From an optimization exercise on the open Yosys and OpenROAD flow, aimed at small area; shortcuts taken in it are not production practice.
The RTL was checked by simulation tests, not by an equivalence proof against the original design.
No activity file was given, so power comes from the tool's default toggle rates.

==> trial 24 <==
==> flow/design.v <==
module lldp_rx (
    input  wire        clk,
    input  wire        rst,           
    input  wire [47:0] local_mac,     
    input  wire        s_valid,
    input  wire [7:0]  s_data,
    input  wire        s_last,
    output wire        s_ready,
    output reg         r_valid,
    output reg         r_qual,
    output reg         r_ok,
    output reg  [4:0]  r_cause,
    output reg         r_tv,
    output reg  [6:0]  r_type,
    output reg  [10:0] r_off,
    output reg  [1:0]  r_stop,
    output reg         r_complete,
    output reg  [9:0]  r_count,
    output reg  [15:0] r_ttl,
    output reg  [2:0]  r_chassis_sub,
    output reg  [2:0]  r_port_sub
);
    localparam [4:0] E_NONE          = 5'd0;
    localparam [4:0] E_TRUNC_HDR     = 5'd1;
    localparam [4:0] E_TRUNC_PAYLOAD = 5'd2;
    localparam [4:0] E_TRAILING      = 5'd3;
    localparam [4:0] E_LEN_RANGE     = 5'd4;
    localparam [4:0] E_SUBTYPE       = 5'd5;
    localparam [4:0] E_AF            = 5'd6;
    localparam [4:0] E_UTF8          = 5'd7;
    localparam [4:0] E_UNKNOWN_TYPE  = 5'd9;
    localparam [4:0] E_ORD_POSITION  = 5'd11;
    localparam [4:0] E_ORD_TRIPLE    = 5'd12;
    localparam [4:0] E_CAP_SUBSET    = 5'd15;
    localparam [4:0] E_SIZE          = 5'd16;
    localparam [3:0] S_ENV = 4'b0000;   
    localparam [3:0] S_NOQ = 4'b0001;   
    localparam [3:0] S_H0  = 4'b0010;   
    localparam [3:0] S_END = 4'b0011;   
    localparam [3:0] S_H1  = 4'b1000;   
    localparam [3:0] S_FLT = 4'b1001;   
    localparam [3:0] S_P0  = 4'b1100;   
    localparam [3:0] S_P1  = 4'b1101;   
    localparam [3:0] S_PN  = 4'b1110;   
    localparam [3:0] S_PT  = 4'b1111;   
    localparam [2:0] U_0   = 3'd0;      
    localparam [2:0] U_A1  = 3'd1;      
    localparam [2:0] U_B80 = 3'd2;      
    localparam [2:0] U_C80 = 3'd3;      
    localparam [2:0] U_BA0 = 3'd4;      
    localparam [2:0] U_B9F = 3'd5;      
    localparam [2:0] U_C90 = 3'd6;      
    localparam [2:0] U_C8F = 3'd7;      
    reg        fin;             
    reg [3:0]  st;
    reg [6:0]  t;               
    reg [8:0]  rem;             
    reg [10:0] pos;             
    reg [10:0] off;             
    reg [9:0]  n;               
    reg [4:0]  pf;              
    reg [2:0]  u;               
    reg [15:0] sc;              
    reg [15:0] ttl;
    reg [2:0]  ch_sub;
    reg [2:0]  pt_sub;
    assign s_ready = !fin;
    wire take = s_valid && !fin;
    wire [7:0] d = s_data;
    wire got3 = (st == S_END) || (st == S_H0 && n >= 10'd3);
    always @(*) begin
        r_valid       = fin;
        r_qual        = st[3] | st[1];
        r_ok          = !st[3];
        r_cause       = (st == S_H1) ? E_TRUNC_HDR :
                        (st == S_FLT) ? pf :
                        (st[3] & st[2]) ? E_TRUNC_PAYLOAD : E_NONE;
        r_tv          = st[3] & (st[2] | st[0]);
        r_type        = r_tv ? t : 7'd0;
        r_off         = off;
        r_stop        = {st[3] | (st[1] & ~st[0]), st[3] | (st[1] & st[0])};
        r_complete    = (st == S_END);
        r_count       = st[3] ? 10'd0 : n;
        r_ttl         = got3 ? ttl : 16'd0;
        r_chassis_sub = got3 ? ch_sub : 3'd0;
        r_port_sub    = got3 ? pt_sub : 3'd0;
    end
    reg [7:0] mac_byte;
    always @(*) begin
        case (pos[3:0])
            4'd8:    mac_byte = local_mac[47:40];
            4'd9:    mac_byte = local_mac[39:32];
            4'd10:   mac_byte = local_mac[31:24];
            4'd11:   mac_byte = local_mac[23:16];
            4'd12:   mac_byte = local_mac[15:8];
            default: mac_byte = local_mac[7:0];
        endcase
    end
    wire mac_ne = (d != mac_byte);
    reg env_bad;
    always @(*) begin
        case (pos[3:0])
            4'd2:    env_bad = (d != 8'h01);
            4'd3:    env_bad = (d != 8'h80);
            4'd4:    env_bad = (d != 8'hC2);
            4'd5:    env_bad = (d != 8'h00);
            4'd6:    env_bad = (d != 8'h00);
            4'd7:    env_bad = (d != 8'h00) && (d != 8'h03) && (d != 8'h0E);
            4'd14:   env_bad = (d != 8'h88);
            4'd15:   env_bad = (d != 8'hCC) || !pf[0];
            default: env_bad = 1'b0;
        endcase
    end
    wire [8:0] hl     = {rem[8], d};
    wire h_known      = (t <= 7'd8) || (t == 7'd127);
    wire h_zero       = (hl == 9'd0);
    wire t_text       = (t == 7'd4) || (t == 7'd5) || (t == 7'd6);
    reg [4:0] h_pf;
    always @(*) begin
        case (t)
            7'd0:    h_pf = E_LEN_RANGE;
            7'd3:    h_pf = (hl != 9'd2) ? E_LEN_RANGE : E_NONE;
            7'd4,
            7'd5,
            7'd6:    h_pf = hl[8] ? E_LEN_RANGE : E_NONE;
            7'd7:    h_pf = (hl != 9'd4) ? E_LEN_RANGE : E_NONE;
            7'd127:  h_pf = (hl < 9'd4) ? E_LEN_RANGE : E_NONE;
            default: h_pf = E_NONE;
        endcase
    end
    reg [4:0] z_pf;
    always @(*) begin
        case (t)
            7'd1, 7'd2, 7'd3, 7'd7, 7'd127: z_pf = E_LEN_RANGE;
            7'd8:    z_pf = E_TRUNC_PAYLOAD;
            default: z_pf = E_NONE;
        endcase
    end
    reg [4:0] ord;
    always @(*) begin
        case (t)
            7'd1:    ord = (n != 10'd0) ? E_ORD_POSITION : E_NONE;
            7'd2:    ord = (n != 10'd1) ? E_ORD_POSITION : E_NONE;
            7'd3:    ord = (n != 10'd2) ? E_ORD_POSITION : E_NONE;
            default: ord = (n <  10'd3) ? E_ORD_TRIPLE : E_NONE;
        endcase
    end
    wire [10:0] next_off = pos + 11'd1;
    wire size_bad = (next_off > 11'd1500);
    reg       u_bad;
    reg [2:0] u_nx;
    always @(*) begin
        u_bad = 1'b0;
        u_nx  = U_0;
        case (u)
            U_0: begin
                if (d <= 8'h7F)                    u_nx = U_0;
                else if (d >= 8'hC2 && d <= 8'hDF) u_nx = U_A1;
                else if (d == 8'hE0)               u_nx = U_BA0;
                else if (d == 8'hED)               u_nx = U_B9F;
                else if (d >= 8'hE1 && d <= 8'hEF) u_nx = U_B80;
                else if (d == 8'hF0)               u_nx = U_C90;
                else if (d >= 8'hF1 && d <= 8'hF3) u_nx = U_C80;
                else if (d == 8'hF4)               u_nx = U_C8F;
                else                               u_bad = 1'b1;
            end
            U_A1:  begin u_bad = (d[7:6] != 2'b10);                u_nx = U_0;   end
            U_B80: begin u_bad = (d[7:6] != 2'b10);                u_nx = U_A1;  end
            U_BA0: begin u_bad = (d[7:6] != 2'b10) || !d[5];       u_nx = U_A1;  end
            U_B9F: begin u_bad = (d[7:6] != 2'b10) || d[5];        u_nx = U_A1;  end
            U_C80: begin u_bad = (d[7:6] != 2'b10);                u_nx = U_B80; end
            U_C90: begin u_bad = (d[7:6] != 2'b10) || !(d[5] | d[4]); u_nx = U_B80; end
            default: begin u_bad = (d[7:6] != 2'b10) || d[5] || d[4]; u_nx = U_B80; end
        endcase
    end
    wire [8:0] rem_m1 = rem - 9'd1;
    wire       last   = (rem == 9'd1);
    wire       t12    = (t == 7'd1) || (t == 7'd2);
    wire       id_mac = (t == 7'd1 && d == 8'd4) || (t == 7'd2 && d == 8'd3);
    wire       id_net = (t == 7'd1 && d == 8'd5) || (t == 7'd2 && d == 8'd4);
    wire [7:0] k   = sc[7:0];
    wire [1:0] m   = sc[9:8];
    wire       kz  = (k == 8'd0);
    wire       at_ifsub = (t == 7'd8) && (m == 2'd0) && kz;
    wire       at_oid   = (t == 7'd8) && (m == 2'd1) && kz;
    reg [4:0] b_pf;           
    reg [3:0] p_st;           
    always @(*) begin
        b_pf = E_NONE;
        p_st = S_PN;
        case (st)
            S_P0: begin
                if (t12) begin
                    if (d < 8'd1 || d > 8'd7)
                        b_pf = E_SUBTYPE;
                    else if (id_mac) begin
                        if (rem != 9'd7) b_pf = E_LEN_RANGE;
                    end else if (id_net) begin
                        if (rem < 9'd2) b_pf = E_LEN_RANGE;
                        p_st = S_P1;
                    end else
                        p_st = S_PT;
                end else
                    p_st = S_P1;
            end
            S_P1: begin
                if (t12) begin
                    if (d != 8'd1 && d != 8'd2)
                        b_pf = E_AF;
                    else if (rem != ((d == 8'd1) ? 9'd5 : 9'd17))
                        b_pf = E_LEN_RANGE;
                end else begin
                    if (kz)
                        b_pf = E_LEN_RANGE;
                    else if (d != 8'd1 && d != 8'd2)
                        b_pf = E_AF;
                    else if (k != ((d == 8'd1) ? 8'd5 : 8'd17))
                        b_pf = E_LEN_RANGE;
                end
            end
            S_PT: begin
                if (u_bad) b_pf = E_UTF8;
                p_st = S_PT;
            end
            default: begin   
                if (t == 7'd7 && (rem == 9'd2 || rem == 9'd1) &&
                    (d & ~sc[15:8]) != 8'd0)
                    b_pf = E_CAP_SUBSET;
                if (at_ifsub && (d < 8'd1 || d > 8'd3))
                    b_pf = E_SUBTYPE;
            end
        endcase
    end
    reg [4:0] pf_nx;
    always @(*) begin
        pf_nx = (pf != E_NONE) ? pf : b_pf;
        if (st == S_PN && at_oid && (pf == E_NONE || pf == E_SUBTYPE) && d > 8'd128)
            pf_nx = E_LEN_RANGE;
    end
    wire ma_trunc = (m == 2'd0) || (m == 2'd1 && !(kz && d == 8'd0)) || (m == 2'd2 && k > 8'd1);
    wire ma_trail = (m == 2'd3) || (m == 2'd2 && kz);
    wire [4:0] p_done = (t == 7'd8 && ma_trunc) ? E_TRUNC_PAYLOAD :
                        (t == 7'd8 && ma_trail) ? E_TRAILING :
                        (pf_nx != E_NONE) ? pf_nx :
                        (st == S_PT && u_nx != U_0) ? E_UTF8 :
                        (ord != E_NONE) ? ord :
                        size_bad ? E_SIZE : E_NONE;
    wire [4:0] z_done = (z_pf != E_NONE) ? z_pf :
                        (ord != E_NONE) ? ord :
                        size_bad ? E_SIZE : E_NONE;
    always @(posedge clk) begin
        if (rst || fin) begin
            fin <= 1'b0;
            st  <= S_ENV;
            pos <= 11'd2034;
            off <= 11'd0;
            n   <= 10'd0;
        end else if (take) begin
            fin <= s_last;
            pos <= next_off;
            case (st)
                S_ENV: begin
                    if (pos[3:0] == 4'd8)
                        pf[0] <= mac_ne;
                    else if (pos[3:0] >= 4'd9 && pos[3:0] <= 4'd13)
                        pf[0] <= pf[0] | mac_ne;
                    if (env_bad)
                        st <= S_NOQ;
                    else if (pos[3:0] == 4'd15)
                        st <= S_H0;
                end
                S_H0: begin
                    t      <= d[7:1];
                    rem[8] <= d[0];
                    st     <= S_H1;
                end
                S_H1: begin
                    rem      <= hl;
                    u        <= U_0;
                    if (!h_known) begin
                        st <= S_FLT;
                        pf <= E_UNKNOWN_TYPE;
                    end else if (h_zero) begin
                        if (z_done != E_NONE) begin
                            st <= S_FLT;
                            pf <= z_done;
                        end else begin
                            n   <= n + 10'd1;
                            off <= next_off[10:0];
                            st  <= (t == 7'd0) ? S_END : S_H0;
                        end
                    end else begin
                        pf <= h_pf;
                        st <= (t12 || t == 7'd8) ? S_P0 : t_text ? S_PT : S_PN;
                    end
                end
                S_P0, S_P1, S_PN, S_PT: begin
                    rem <= rem_m1;
                    pf  <= pf_nx;
                    st  <= p_st;
                    if (st == S_PT) u <= u_nx;
                    if (st == S_P0 && t == 7'd1) ch_sub <= d[2:0];
                    if (st == S_P0 && t == 7'd2) pt_sub <= d[2:0];
                    if (t == 7'd3 && rem == 9'd2) ttl[15:8] <= d;
                    if (t == 7'd3 && rem == 9'd1) ttl[7:0]  <= d;
                    if (t == 7'd7) sc <= {sc[7:0], d};
                    if (t == 7'd8) begin
                        if (st == S_P0)
                            sc[9:0] <= {2'd0, d};
                        else if (kz)
                            sc[9:0] <= {m[1] | m[0], m[1] | !m[0],
                                        (m == 2'd0) ? 8'd4 : (m == 2'd1) ? d : 8'd0};
                        else
                            sc[7:0] <= k - 8'd1;
                    end
                    if (last) begin
                        if (p_done != E_NONE) begin
                            st <= S_FLT;
                            pf <= p_done;
                        end else begin
                            n   <= n + 10'd1;
                            off <= next_off[10:0];
                            st  <= S_H0;
                        end
                    end
                end
                default: ;   
            endcase
        end
    end
endmodule
==> flow/flow/run.sh <==
#!/bin/bash
# The standard layout (standard.sh) with three changes:
#  - synthesis maps the logic with an area-oriented ABC script (flow/abc_area.script)
#    in place of ORFS's; the rest of synthesis is ORFS's own script, unchanged;
#  - the port buffers are the smallest buffer cell, buf_1;
#  - clock tree synthesis uses a clkbuf_8 root, clkbuf_4 buffers, sink clusters of 12 and no dummy loads.
# Each tool's full output is in orfs/logs/ (ORFS's per-step logs); make's own output is in flow_make.log.
set -euo pipefail
rm -rf scripts_mod
cp -r "$FLOW_HOME/scripts" scripts_mod
cp flow/abc_area.script scripts_mod/abc_area.script
export SCRIPTS_DIR="$PWD/scripts_mod"
export BUFFER_PORTS_ARGS="-buffer_cell sky130_fd_sc_hd__buf_1"
export CTS_ARGS="-sink_clustering_enable -repair_clock_nets -root_buf sky130_fd_sc_hd__clkbuf_8 -buf_list sky130_fd_sc_hd__clkbuf_4 -sink_clustering_size 12 -dont_use_dummy_load"
bash standard.sh > flow_make.log 2>&1
==> flow/flow/abc_area.script <==
strash
&get -n
&deepsyn -T 60
&put
balance -l
resub -K 6 -l
rewrite -l
resub -K 6 -N 2 -l
refactor -l
resub -K 8 -l
balance -l
resub -K 8 -N 2 -l
rewrite -l
resub -K 10 -l
rewrite -z -l
resub -K 10 -N 2 -l
balance -l
resub -K 12 -l
refactor -z -l
resub -K 12 -N 2 -l
rewrite -z -l
balance -l
dch -f
amap
strash
&get -n
&deepsyn -T 60
&put
dch -f
amap
topo

==> flow/standard.sh <==
#!/bin/bash
# synth_recipe.tcl (not shown) runs the flow's synth.tcl, then flattens the netlist and writes it again
# the make line also repeats each setting of config.mk as NAME=value (left out here)
make -C /OpenROAD-flow-scripts/flow DESIGN_CONFIG=/design/flow/config.mk WORK_HOME=/design/flow/orfs CLKGATE_MAP_FILE= SYNTH_SCRIPT=/design/flow/synth_recipe.tcl "${@:-finish}"
==> flow/config.mk <==
export PLATFORM = sky130hd
export DESIGN_NAME = lldp_rx
export DESIGN_NICKNAME = lldp_rx
export VERILOG_FILES = /design/flow/design.v
export SDC_FILE = /design/flow/constraint.sdc
export NUM_CORES = 4
export LEC_CHECK = 0
export ABC_AREA = 1
export CAP_MARGIN = 20
export CORE_MARGIN = 2
export CORE_UTILIZATION = 40
export GPL_TIMING_DRIVEN = 0
export SLEW_MARGIN = 20
==> flow/constraint.sdc <==
create_clock -name core_clock -period 8.0 [get_ports {clk}]
set_input_delay 1.6000 -clock core_clock [delete_from_list [all_inputs] [get_ports {clk}]]
set_output_delay 1.6000 -clock core_clock [all_outputs]
set_load 0.01 [all_outputs]
==> trial 93 (differences from trial 24) <==
--- a/flow/design.v
+++ b/flow/design.v
@@ -54,15 +54,16 @@
     reg        fin;             
     reg [3:0]  st;
-    reg [6:0]  t;               
+    reg [3:0]  tl;              
     reg [8:0]  rem;             
     reg [10:0] pos;             
     reg [10:0] off;             
-    reg [9:0]  n;               
-    reg [4:0]  pf;              
-    reg [2:0]  u;               
-    reg [15:0] sc;              
-    reg [15:0] ttl;
-    reg [2:0]  ch_sub;
-    reg [2:0]  pt_sub;
+    reg [9:0]  nn;              
+    wire [9:0] n = ~nn;
+    reg [3:0]  pf;              
+    reg [9:0]  sc;              
+    wire [6:0] t = {{3{&tl}}, tl};
+    reg [15:0] ttl_n;
+    reg [2:0]  ch_sub_n;
+    reg [2:0]  pt_sub_n;
     assign s_ready = !fin;
     wire take = s_valid && !fin;
@@ -74,15 +75,15 @@
         r_ok          = !st[3];
         r_cause       = (st == S_H1) ? E_TRUNC_HDR :
-                        (st == S_FLT) ? pf :
+                        (st == S_FLT) ? {pf == 4'd0, pf} :
                         (st[3] & st[2]) ? E_TRUNC_PAYLOAD : E_NONE;
         r_tv          = st[3] & (st[2] | st[0]);
-        r_type        = r_tv ? t : 7'd0;
+        r_type        = r_tv ? {(st == S_FLT && pf == E_UNKNOWN_TYPE) ? sc[9:7] : t[6:4], tl} : 7'd0;
         r_off         = off;
         r_stop        = {st[3] | (st[1] & ~st[0]), st[3] | (st[1] & st[0])};
         r_complete    = (st == S_END);
         r_count       = st[3] ? 10'd0 : n;
-        r_ttl         = got3 ? ttl : 16'd0;
-        r_chassis_sub = got3 ? ch_sub : 3'd0;
-        r_port_sub    = got3 ? pt_sub : 3'd0;
+        r_ttl         = ~(ttl_n | {16{!got3}});
+        r_chassis_sub = ~(ch_sub_n | {3{!got3}});
+        r_port_sub    = ~(pt_sub_n | {3{!got3}});
     end
     reg [7:0] mac_byte;
@@ -113,5 +114,5 @@
     end
     wire [8:0] hl     = {rem[8], d};
-    wire h_known      = (t <= 7'd8) || (t == 7'd127);
+    wire h_known      = (sc[9:7] == 3'd0 && tl <= 4'd8) || (sc[9:7] == 3'd7 && tl == 4'd15);
     wire h_zero       = (hl == 9'd0);
     wire t_text       = (t == 7'd4) || (t == 7'd5) || (t == 7'd6);
@@ -148,4 +149,5 @@
     wire [10:0] next_off = pos + 11'd1;
     wire size_bad = (next_off > 11'd1500);
+    wire [2:0] u = sc[2:0];
     reg       u_bad;
     reg [2:0] u_nx;
@@ -175,5 +177,6 @@
     end
     wire [8:0] rem_m1 = rem - 9'd1;
-    wire       last   = (rem == 9'd1);
+    wire       t7w    = (t == 7'd7) && (pf != 4'd4);    
+    wire       last   = t7w ? (rem[2:0] == 3'd1) : (rem == 9'd1);
     wire       t12    = (t == 7'd1) || (t == 7'd2);
     wire       id_mac = (t == 7'd1 && d == 8'd4) || (t == 7'd2 && d == 8'd3);
@@ -224,6 +227,6 @@
             end
             default: begin   
-                if (t == 7'd7 && (rem == 9'd2 || rem == 9'd1) &&
-                    (d & ~sc[15:8]) != 8'd0)
+                if (t == 7'd7 && (rem[2:0] == 3'd2 || rem[2:0] == 3'd1) &&
+                    (d & ~{rem[8:3], sc[9:8]}) != 8'd0)
                     b_pf = E_CAP_SUBSET;
                 if (at_ifsub && (d < 8'd1 || d > 8'd3))
@@ -234,5 +237,5 @@
     reg [4:0] pf_nx;
     always @(*) begin
-        pf_nx = (pf != E_NONE) ? pf : b_pf;
+        pf_nx = (pf != 4'd0) ? {1'b0, pf} : b_pf;
         if (st == S_PN && at_oid && (pf == E_NONE || pf == E_SUBTYPE) && d > 8'd128)
             pf_nx = E_LEN_RANGE;
@@ -255,5 +258,5 @@
             pos <= 11'd2034;
             off <= 11'd0;
-            n   <= 10'd0;
+            nn  <= 10'h3FF;
         end else if (take) begin
             fin <= s_last;
@@ -271,5 +274,6 @@
                 end
                 S_H0: begin
-                    t      <= d[7:1];
+                    tl     <= d[4:1];
+                    sc[9:7] <= d[7:5];
                     rem[8] <= d[0];
                     st     <= S_H1;
@@ -277,19 +281,19 @@
                 S_H1: begin
                     rem      <= hl;
-                    u        <= U_0;
+                    sc[2:0]  <= U_0;
                     if (!h_known) begin
                         st <= S_FLT;
-                        pf <= E_UNKNOWN_TYPE;
+                        pf <= E_UNKNOWN_TYPE[3:0];
                     end else if (h_zero) begin
                         if (z_done != E_NONE) begin
                             st <= S_FLT;
-                            pf <= z_done;
+                            pf <= z_done[3:0];
                         end else begin
-                            n   <= n + 10'd1;
+                            nn  <= nn - 10'd1;
                             off <= next_off[10:0];
                             st  <= (t == 7'd0) ? S_END : S_H0;
                         end
                     end else begin
-                        pf <= h_pf;
+                        pf <= h_pf[3:0];
                         st <= (t12 || t == 7'd8) ? S_P0 : t_text ? S_PT : S_PN;
                     end
@@ -297,12 +301,13 @@
                 S_P0, S_P1, S_PN, S_PT: begin
                     rem <= rem_m1;
-                    pf  <= pf_nx;
+                    pf  <= pf_nx[3:0];
                     st  <= p_st;
-                    if (st == S_PT) u <= u_nx;
-                    if (st == S_P0 && t == 7'd1) ch_sub <= d[2:0];
-                    if (st == S_P0 && t == 7'd2) pt_sub <= d[2:0];
-                    if (t == 7'd3 && rem == 9'd2) ttl[15:8] <= d;
-                    if (t == 7'd3 && rem == 9'd1) ttl[7:0]  <= d;
-                    if (t == 7'd7) sc <= {sc[7:0], d};
+                    if (st == S_PT) sc[2:0] <= u_nx;
+                    if (st == S_P0 && t == 7'd1) ch_sub_n <= ~d[2:0];
+                    if (st == S_P0 && t == 7'd2) pt_sub_n <= ~d[2:0];
+                    if (t == 7'd3 && rem == 9'd2) ttl_n[15:8] <= ~d;
+                    if (t == 7'd3 && rem == 9'd1) ttl_n[7:0]  <= ~d;
+                    if (t == 7'd7) sc <= {sc[1:0], d};
+                    if (t7w) rem[8:3] <= sc[7:2];
                     if (t == 7'd8) begin
                         if (st == S_P0)
@@ -317,7 +322,7 @@
                         if (p_done != E_NONE) begin
                             st <= S_FLT;
-                            pf <= p_done;
+                            pf <= p_done[3:0];
                         end else begin
-                            n   <= n + 10'd1;
+                            nn  <= nn - 10'd1;
                             off <= next_off[10:0];
                             st  <= S_H0;
--- a/flow/flow/abc_area.script
+++ b/flow/flow/abc_area.script
@@ -29,4 +29,9 @@
 dch -f
 amap
+strash
+&get -n
+&deepsyn -T 60
+&put
+dch -f
+amap
 topo
-
==> build 30 (differences from trial 24) <==
--- a/flow/design.v
+++ b/flow/design.v
@@ -54,15 +54,16 @@
     reg        fin;             
     reg [3:0]  st;
-    reg [6:0]  t;               
+    reg [3:0]  tl;              
     reg [8:0]  rem;             
     reg [10:0] pos;             
     reg [10:0] off;             
-    reg [9:0]  n;               
-    reg [4:0]  pf;              
-    reg [2:0]  u;               
-    reg [15:0] sc;              
-    reg [15:0] ttl;
-    reg [2:0]  ch_sub;
-    reg [2:0]  pt_sub;
+    reg [9:0]  nn;              
+    wire [9:0] n = ~nn;
+    reg [3:0]  pf;              
+    reg [9:0]  sc;              
+    wire [6:0] t = {{3{&tl}}, tl};
+    reg [15:0] ttl_n;
+    reg [2:0]  ch_sub_n;
+    reg [2:0]  pt_sub_n;
     assign s_ready = !fin;
     wire take = s_valid && !fin;
@@ -74,15 +75,15 @@
         r_ok          = !st[3];
         r_cause       = (st == S_H1) ? E_TRUNC_HDR :
-                        (st == S_FLT) ? pf :
+                        (st == S_FLT) ? {pf == 4'd0, pf} :
                         (st[3] & st[2]) ? E_TRUNC_PAYLOAD : E_NONE;
         r_tv          = st[3] & (st[2] | st[0]);
-        r_type        = r_tv ? t : 7'd0;
+        r_type        = r_tv ? {(st == S_FLT && pf == E_UNKNOWN_TYPE) ? sc[9:7] : t[6:4], tl} : 7'd0;
         r_off         = off;
         r_stop        = {st[3] | (st[1] & ~st[0]), st[3] | (st[1] & st[0])};
         r_complete    = (st == S_END);
         r_count       = st[3] ? 10'd0 : n;
-        r_ttl         = got3 ? ttl : 16'd0;
-        r_chassis_sub = got3 ? ch_sub : 3'd0;
-        r_port_sub    = got3 ? pt_sub : 3'd0;
+        r_ttl         = ~(ttl_n | {16{!got3}});
+        r_chassis_sub = ~(ch_sub_n | {3{!got3}});
+        r_port_sub    = ~(pt_sub_n | {3{!got3}});
     end
     reg [7:0] mac_byte;
@@ -113,5 +114,5 @@
     end
     wire [8:0] hl     = {rem[8], d};
-    wire h_known      = (t <= 7'd8) || (t == 7'd127);
+    wire h_known      = (sc[9:7] == 3'd0 && tl <= 4'd8) || (sc[9:7] == 3'd7 && tl == 4'd15);
     wire h_zero       = (hl == 9'd0);
     wire t_text       = (t == 7'd4) || (t == 7'd5) || (t == 7'd6);
@@ -148,4 +149,5 @@
     wire [10:0] next_off = pos + 11'd1;
     wire size_bad = (next_off > 11'd1500);
+    wire [2:0] u = sc[2:0];
     reg       u_bad;
     reg [2:0] u_nx;
@@ -175,5 +177,6 @@
     end
     wire [8:0] rem_m1 = rem - 9'd1;
-    wire       last   = (rem == 9'd1);
+    wire       t7w    = (t == 7'd7) && (pf != 4'd4);    
+    wire       last   = t7w ? (rem[2:0] == 3'd1) : (rem == 9'd1);
     wire       t12    = (t == 7'd1) || (t == 7'd2);
     wire       id_mac = (t == 7'd1 && d == 8'd4) || (t == 7'd2 && d == 8'd3);
@@ -224,6 +227,6 @@
             end
             default: begin   
-                if (t == 7'd7 && (rem == 9'd2 || rem == 9'd1) &&
-                    (d & ~sc[15:8]) != 8'd0)
+                if (t == 7'd7 && (rem[2:0] == 3'd2 || rem[2:0] == 3'd1) &&
+                    (d & ~{rem[8:3], sc[9:8]}) != 8'd0)
                     b_pf = E_CAP_SUBSET;
                 if (at_ifsub && (d < 8'd1 || d > 8'd3))
@@ -234,5 +237,5 @@
     reg [4:0] pf_nx;
     always @(*) begin
-        pf_nx = (pf != E_NONE) ? pf : b_pf;
+        pf_nx = (pf != 4'd0) ? {1'b0, pf} : b_pf;
         if (st == S_PN && at_oid && (pf == E_NONE || pf == E_SUBTYPE) && d > 8'd128)
             pf_nx = E_LEN_RANGE;
@@ -255,5 +258,5 @@
             pos <= 11'd2034;
             off <= 11'd0;
-            n   <= 10'd0;
+            nn  <= 10'h3FF;
         end else if (take) begin
             fin <= s_last;
@@ -271,5 +274,6 @@
                 end
                 S_H0: begin
-                    t      <= d[7:1];
+                    tl     <= d[4:1];
+                    sc[9:7] <= d[7:5];
                     rem[8] <= d[0];
                     st     <= S_H1;
@@ -277,19 +281,19 @@
                 S_H1: begin
                     rem      <= hl;
-                    u        <= U_0;
+                    sc[2:0]  <= U_0;
                     if (!h_known) begin
                         st <= S_FLT;
-                        pf <= E_UNKNOWN_TYPE;
+                        pf <= E_UNKNOWN_TYPE[3:0];
                     end else if (h_zero) begin
                         if (z_done != E_NONE) begin
                             st <= S_FLT;
-                            pf <= z_done;
+                            pf <= z_done[3:0];
                         end else begin
-                            n   <= n + 10'd1;
+                            nn  <= nn - 10'd1;
                             off <= next_off[10:0];
                             st  <= (t == 7'd0) ? S_END : S_H0;
                         end
                     end else begin
-                        pf <= h_pf;
+                        pf <= h_pf[3:0];
                         st <= (t12 || t == 7'd8) ? S_P0 : t_text ? S_PT : S_PN;
                     end
@@ -297,12 +301,13 @@
                 S_P0, S_P1, S_PN, S_PT: begin
                     rem <= rem_m1;
-                    pf  <= pf_nx;
+                    pf  <= pf_nx[3:0];
                     st  <= p_st;
-                    if (st == S_PT) u <= u_nx;
-                    if (st == S_P0 && t == 7'd1) ch_sub <= d[2:0];
-                    if (st == S_P0 && t == 7'd2) pt_sub <= d[2:0];
-                    if (t == 7'd3 && rem == 9'd2) ttl[15:8] <= d;
-                    if (t == 7'd3 && rem == 9'd1) ttl[7:0]  <= d;
-                    if (t == 7'd7) sc <= {sc[7:0], d};
+                    if (st == S_PT) sc[2:0] <= u_nx;
+                    if (st == S_P0 && t == 7'd1) ch_sub_n <= ~d[2:0];
+                    if (st == S_P0 && t == 7'd2) pt_sub_n <= ~d[2:0];
+                    if (t == 7'd3 && rem == 9'd2) ttl_n[15:8] <= ~d;
+                    if (t == 7'd3 && rem == 9'd1) ttl_n[7:0]  <= ~d;
+                    if (t == 7'd7) sc <= {sc[1:0], d};
+                    if (t7w) rem[8:3] <= sc[7:2];
                     if (t == 7'd8) begin
                         if (st == S_P0)
@@ -317,7 +322,7 @@
                         if (p_done != E_NONE) begin
                             st <= S_FLT;
-                            pf <= p_done;
+                            pf <= p_done[3:0];
                         end else begin
-                            n   <= n + 10'd1;
+                            nn  <= nn - 10'd1;
                             off <= next_off[10:0];
                             st  <= S_H0;
--- a/flow/flow/abc_area.script
+++ b/flow/flow/abc_area.script
@@ -29,4 +29,9 @@
 dch -f
 amap
+strash
+&get -n
+&deepsyn -T 60
+&put
+dch -f
+amap
 topo
-
- CORE_UTILIZATION: 40 -> 60
==> qor summary <==
item                                                               build 30                 trial 24                   trial 93
Sequential element share of the synthesized area                      0.400                    0.448                      0.400
Cell at the slowest stage of the critical path      sky130_fd_sc_hd__nor2_1  sky130_fd_sc_hd__nor3_1  sky130_fd_sc_hd__clkinv_1
First-pass GRT wire length                                         29000 µm                 30400 µm                   30600 µm
Most frequent cell on the critical path           sky130_fd_sc_hd__clkinv_1  sky130_fd_sc_hd__nor2_1    sky130_fd_sc_hd__nor2_1
Bufs w/o clock                                                          124                      123                        124
Status                                                       finished clean           finished clean             finished clean
Count of mapped cells out of synthesis                                  713                      707                        713
Metal3 WL                                                           1700 µm                  1170 µm                    1210 µm
Final net count                                                         928                      916                        928
Mapped Area                                                     0.00554 mm²              0.00581 mm²                0.00554 mm²
Worst path arrival time                                             7.01 ns                  7.26 ns                    7.28 ns
Utilization after layout                                              0.691                    0.463                      0.476
Combinational Power Share                                             0.102                    0.124                      0.101
Clk Latency, worst-skew pair                                        0.36 ns                  0.39 ns                    0.37 ns
Vias per cell                                                          6.47                     5.81                       5.91
Clock share of power                                                  0.304                    0.278                      0.305
Global Route Usage Sum                                                0.370                    0.245                      0.268
Well tap count                                                          111                      184                        176
Non-Filler Instances                                                    957                     1023                       1022

## afterwards: timing with drivers on the ports
The flow's constraints put no driver on any port. The routed layouts listed below were extracted and timed again, unchanged, in two steps.
Step 1 assumes that a clkbuf_16 drives the clock port and a buf_2 every other input.
Step 2, shift: input delay + t, output delay - t, t = (earliest + latest rising clock arrival at the registers) / 2. This alone moves slack from input paths to output paths.
a / b / c = ideal / step 1 / step 2; a / b = the first two.
run | t (ns) | setup slack, ns | worst register clock-pin slew, ns | cell pins on the clock port's net
trial 24 | 0.413 | 1.026 / 1.042 / 0.629 | 0.10 / 0.10 | 1
trial 93 | 0.398 | 0.965 / 0.974 / 0.575 | 0.09 / 0.09 | 1
build 30 | 0.387 | 1.227 / 1.234 / 0.847 | 0.09 / 0.09 | 1
After both steps every run listed still meets setup and hold. The setup slack of trial 24, which loses most, moves by +0.016 ns with the drivers and by -0.397 ns with both steps.
